Source: an optimization exercise on an open RTL-to-GDS flow (aim: small area, a short achievable clock period and few clock cycles). Production flows keep margins and buffers that such runs may drop. Power figures rest on the tool's default switching activity, not on a simulated workload.

## nes_bankbus
module nes_bankbus (
    input             clk,
    input             rst,
    input      [7:0]  cfg_song,
    input      [7:0]  cfg_region,
    input      [15:0] cfg_init_addr,
    input      [15:0] cfg_play_addr,
    input      [15:0] cfg_load_addr,
    input      [15:0] cfg_vec_nmi,
    input      [15:0] cfg_vec_irq,
    input      [63:0] cfg_bank_init,
    input      [20:0] cfg_file_len,
    input             req_valid,
    output reg        req_ready,
    input      [1:0]  req_op,       
    input      [15:0] req_addr,
    input      [7:0]  req_wdata,
    output reg        resp_valid,
    output reg [7:0]  resp_rdata,
    output reg        resp_err,
    output reg        fault,
    output reg        fault_io,
    output reg        apu_valid,
    output     [15:0] apu_addr,
    output     [7:0]  apu_data,
    output reg        mem_en,
    output reg        mem_we,
    output reg [16:0] mem_addr,
    output reg [7:0]  mem_wdata,
    input      [7:0]  mem_rdata,
    output reg        file_en,
    output reg [20:0] file_addr,
    input      [7:0]  file_rdata,
    input             file_bad
);
Size in the first run: about 1300 cells after synthesis, ~180 flip-flops, roughly 0.013 mm2 of cells after synthesis.
export LEC_CHECK = 0
export CAP_MARGIN = 20
export CORE_MARGIN = 2
export CORE_UTILIZATION = 40
export PLACE_DENSITY = 0.6
export SLEW_MARGIN = 20
create_clock -name core_clock -period 12.0 [get_ports {clk}]
standard.sh (not shown) runs the stock make flow with config.mk's settings and CLKGATE_MAP_FILE= SYNTH_SCRIPT=/design/flow/synth_recipe.tcl, a recipe that flattens the netlist after the stock synthesis.
==> flow/flow/run.sh <==
#!/bin/bash
# Standard ORFS layout, but the input and output port buffers are buf_2 cells
# instead of the default delay buffers. Each tool's output goes to a log here.
set -o pipefail
bash standard.sh "BUFFER_PORTS_ARGS=-buffer_cell sky130_fd_sc_hd__buf_2" finish > standard.log 2>&1
The starting point went through all stages and came out clean.
Edit:
--- a/flow/design.v
+++ b/flow/design.v
@@ -40,16 +40,17 @@
     localparam S_BW1  = 4'd4;    
     localparam S_BW2  = 4'd5;    
     localparam S_BW3  = 4'd6;    
     localparam S_ZERO = 4'd7;    
     localparam S_LBS  = 4'd8;    
     localparam S_SRCH = 4'd9;    
     localparam S_FILL = 4'd10;   
     localparam S_FEND = 4'd11;   
+    localparam S_ZST  = 4'd12;   
     reg [3:0]  state;
     reg [3:0]  nst;
     reg        rst_q;            
     reg [2:0]  kreg;             
     reg        lb_init;          
     reg        banked;           
     reg        flat;             
     reg        ffirst;           
@@ -152,18 +153,20 @@
                 7'h0E: const_byte = 8'hEA;
                 7'h0F: const_byte = 8'hEA;
                 7'h10: const_byte = 8'hEA;
                 default: const_byte = 8'h00;
             endcase
         end
     end
     wire        in_fill = (state == S_FILL);
-    wire [21:0] f_add   = in_fill ? 22'd1 : (state == S_ZERO) ? 22'h81 : {2'b00, mem_wdata, 12'h081};
-    wire [21:0] f_sum   = {sgn, file_addr} + f_add;
+    wire [12:0] l_sum   = {1'b0, file_addr[11:0]} + (in_fill ? 13'd1 : 13'h081);
+    wire        l_wrap  = (file_addr[11:0] == 12'hFFF);
+    wire [7:0]  h_op    = (state == S_SRCH) ? mem_wdata : 8'h00;
+    wire [9:0]  h_sum   = {sgn, file_addr[20:12]} + {2'b00, h_op} + {9'd0, in_fill ? l_wrap : err};
     wire        f_ok    = in_q && (hlt_q || (heq_q && llt_q));
     wire [14:0] jn      = mem_addr[14:0] + 15'd1;
     wire        f_last  = flat ? (jn == 15'h7FFF) : (jn[11:0] == 12'hFFF);
     wire        b_ok    = f_ok && !(flat && jn == 15'h7FFF);
     wire [2:0]  k_1      = kreg + 3'd1;
     wire        more_init = lb_init && kreg != 3'd7;
     always @(posedge clk) begin
         rst_q  <= rst;
@@ -194,21 +197,17 @@
                         resp_err <= 1'b1;
                     end else if (req_op[1]) begin
                         if (!cfg_load_addr[15]) begin
                             fault <= 1'b1;
                             fault_io <= 1'b0;
                             resp_valid <= 1'b1;
                             resp_err <= 1'b1;
                         end else begin
-                            mem_en <= 1'b1;
-                            mem_we <= 1'b1;
-                            mem_addr <= 17'd0;
-                            mem_wdata <= 8'h00;
-                            nst = S_ZERO;
+                            nst = S_ZST;
                         end
                     end else if (!req_op[0]) begin
                         mem_we <= 1'b0;
                         if (a[15]) begin
                             nst = S_ROM;
                         end else begin
                             mem_en <= 1'b1;
                             nst = S_RD1;
@@ -264,33 +263,45 @@
                 end else begin
                     mem_en <= 1'b1;
                     mem_we <= 1'b1;
                     lb_init <= 1'b0;
                     flat <= 1'b0;
                     nst = S_LBS;
                 end
             end
+            S_ZST: begin
+                mem_en <= 1'b1;
+                mem_we <= 1'b1;
+                mem_addr <= 17'd0;
+                mem_wdata <= 8'h00;
+                nst = S_ZERO;
+            end
             S_ZERO: begin
                 mem_addr[11:0] <= (mem_addr[11:0] == 12'h817) ? 12'hFF8 : jn[11:0];
                 mem_wdata <= (mem_addr[11:0] == 12'h816) ? 8'h40 : 8'h00;
-                {sgn, file_addr} <= {7'h7F, ~cfg_load_addr[14:0]};
+                if (mem_addr[11:0] == 12'hFFE) begin
+                    file_addr[11:0] <= l_sum[11:0];
+                    err <= l_sum[12];
+                end else if (mem_addr[11:0] != 12'hFFF) begin
+                    {sgn, file_addr} <= {7'h7F, ~cfg_load_addr[14:0]};
+                end
                 if (mem_addr[11:0] == 12'hFFF) begin
                     mem_en <= 1'b0;
                     flat <= !banked;
                     if (banked) begin
                         count <= 4'd0;
                         for (i = 0; i < 8; i = i + 1)
                             win[i] <= 4'd0;
                         kreg <= 3'd0;
                         mem_wdata <= cfg_bank_init[7:0];
                         lb_init <= 1'b1;
                         nst = S_LBS;
                     end else begin
-                        {sgn, file_addr} <= f_sum;
+                        {sgn, file_addr[20:12]} <= h_sum;
                         file_en <= 1'b1;
                         err <= 1'b0;
                         ffirst <= 1'b1;
                         nst = S_FILL;
                     end
                 end
             end
             S_LBS: begin
@@ -300,16 +311,20 @@
                 mem_we <= 1'b0;
                 {sgn, file_addr} <= {10'h3FF, ~cfg_load_addr[11:0]};
                 nst = S_SRCH;
             end
             S_SRCH: begin
                 mem_addr[3:0] <= jn[3:0];
                 resp_rdata <= mem_rdata;
                 cs <= cs + 4'd1;
+                if (cs == 4'd15) begin
+                    file_addr[11:0] <= l_sum[11:0];
+                    err <= l_sum[12];
+                end
                 if (cs != 4'd15 && cs != 4'd0 && resp_rdata == mem_wdata) begin
                     cs <= cs;
                     resp_rdata <= 8'h00;
                     mem_en <= 1'b0;
                     win[kreg] <= cs;
                     touch_q <= 1'b1;
                     if (more_init) begin
                         kreg <= k_1;
@@ -325,25 +340,26 @@
                         for (i = 0; i < 8; i = i + 1)
                             if (win[i] == vreg)
                                 win[i] <= 4'd0;
                     end
                     mem_addr <= {13'h0082, vreg};
                     mem_en <= 1'b1;
                     mem_we <= 1'b1;
                     cs <= vreg;
-                    {sgn, file_addr} <= f_sum;
+                    {sgn, file_addr[20:12]} <= h_sum;
                     file_en <= 1'b1;
                     err <= 1'b0;
                     ffirst <= 1'b1;
                     nst = S_FILL;
                 end
             end
             S_FILL: begin
-                {sgn, file_addr} <= f_sum;
+                file_addr[11:0] <= l_sum[11:0];
+                {sgn, file_addr[20:12]} <= h_sum;
                 ffirst <= 1'b0;
                 if (ffirst) begin
                     mem_en <= 1'b0;
                     mem_addr[14:0] <= 15'h7FFF;
                 end else begin
                     mem_en <= 1'b1;
                     mem_we <= 1'b1;
                     mem_addr <= flat ? {2'b10, jn} : {1'b0, cs, jn[11:0]};
What happened: Clock skew falls by 6.1 ps; clock-buffer cell count rises by 1; non-clock buffer count rises by 3; cell count rises by about 5%; clock power rises by about 0.8%; final area rises by 3.4%; sequential cell count does not change.
No functional check of the RTL was part of any run of this note.

[afterwards: timing with drivers on the ports]
The flow's constraints put no driver on any port. The routed layouts listed below were extracted and timed again, unchanged, in two steps. Step 1 assumes that a clkbuf_16 drives the clock port and a buf_2 every other input. Step 2 adds t to the input delays and takes it off the output delays; t is the mean of the earliest and latest rising clock arrival at the registers after step 1. Input paths then give back, and output paths get back, about the clock's delay inside the block. Three values: ideal ports, drivers, drivers and shift; two values: the first two.
| run | shift t [ns] | slack for setup (ns) | latest minus earliest clock arrival (ns) | worst slew at a driven data input, ns | cell pins on the clock port's net |
|---|---|---|---|---|---|
| the first run | 0.491 | 7.836 / 7.836 / 7.745 | 0.023 / 0.023 | 0.14 | 1 |
| the second run | 0.492 | 6.868 / 6.868 / 6.868 | 0.017 / 0.016 | 0.09 | 1 |
After both steps setup and hold are still met in every run listed. The setup slack of the first run, which loses most, moves by 0.000 ns with the drivers and by -0.091 ns with both steps.
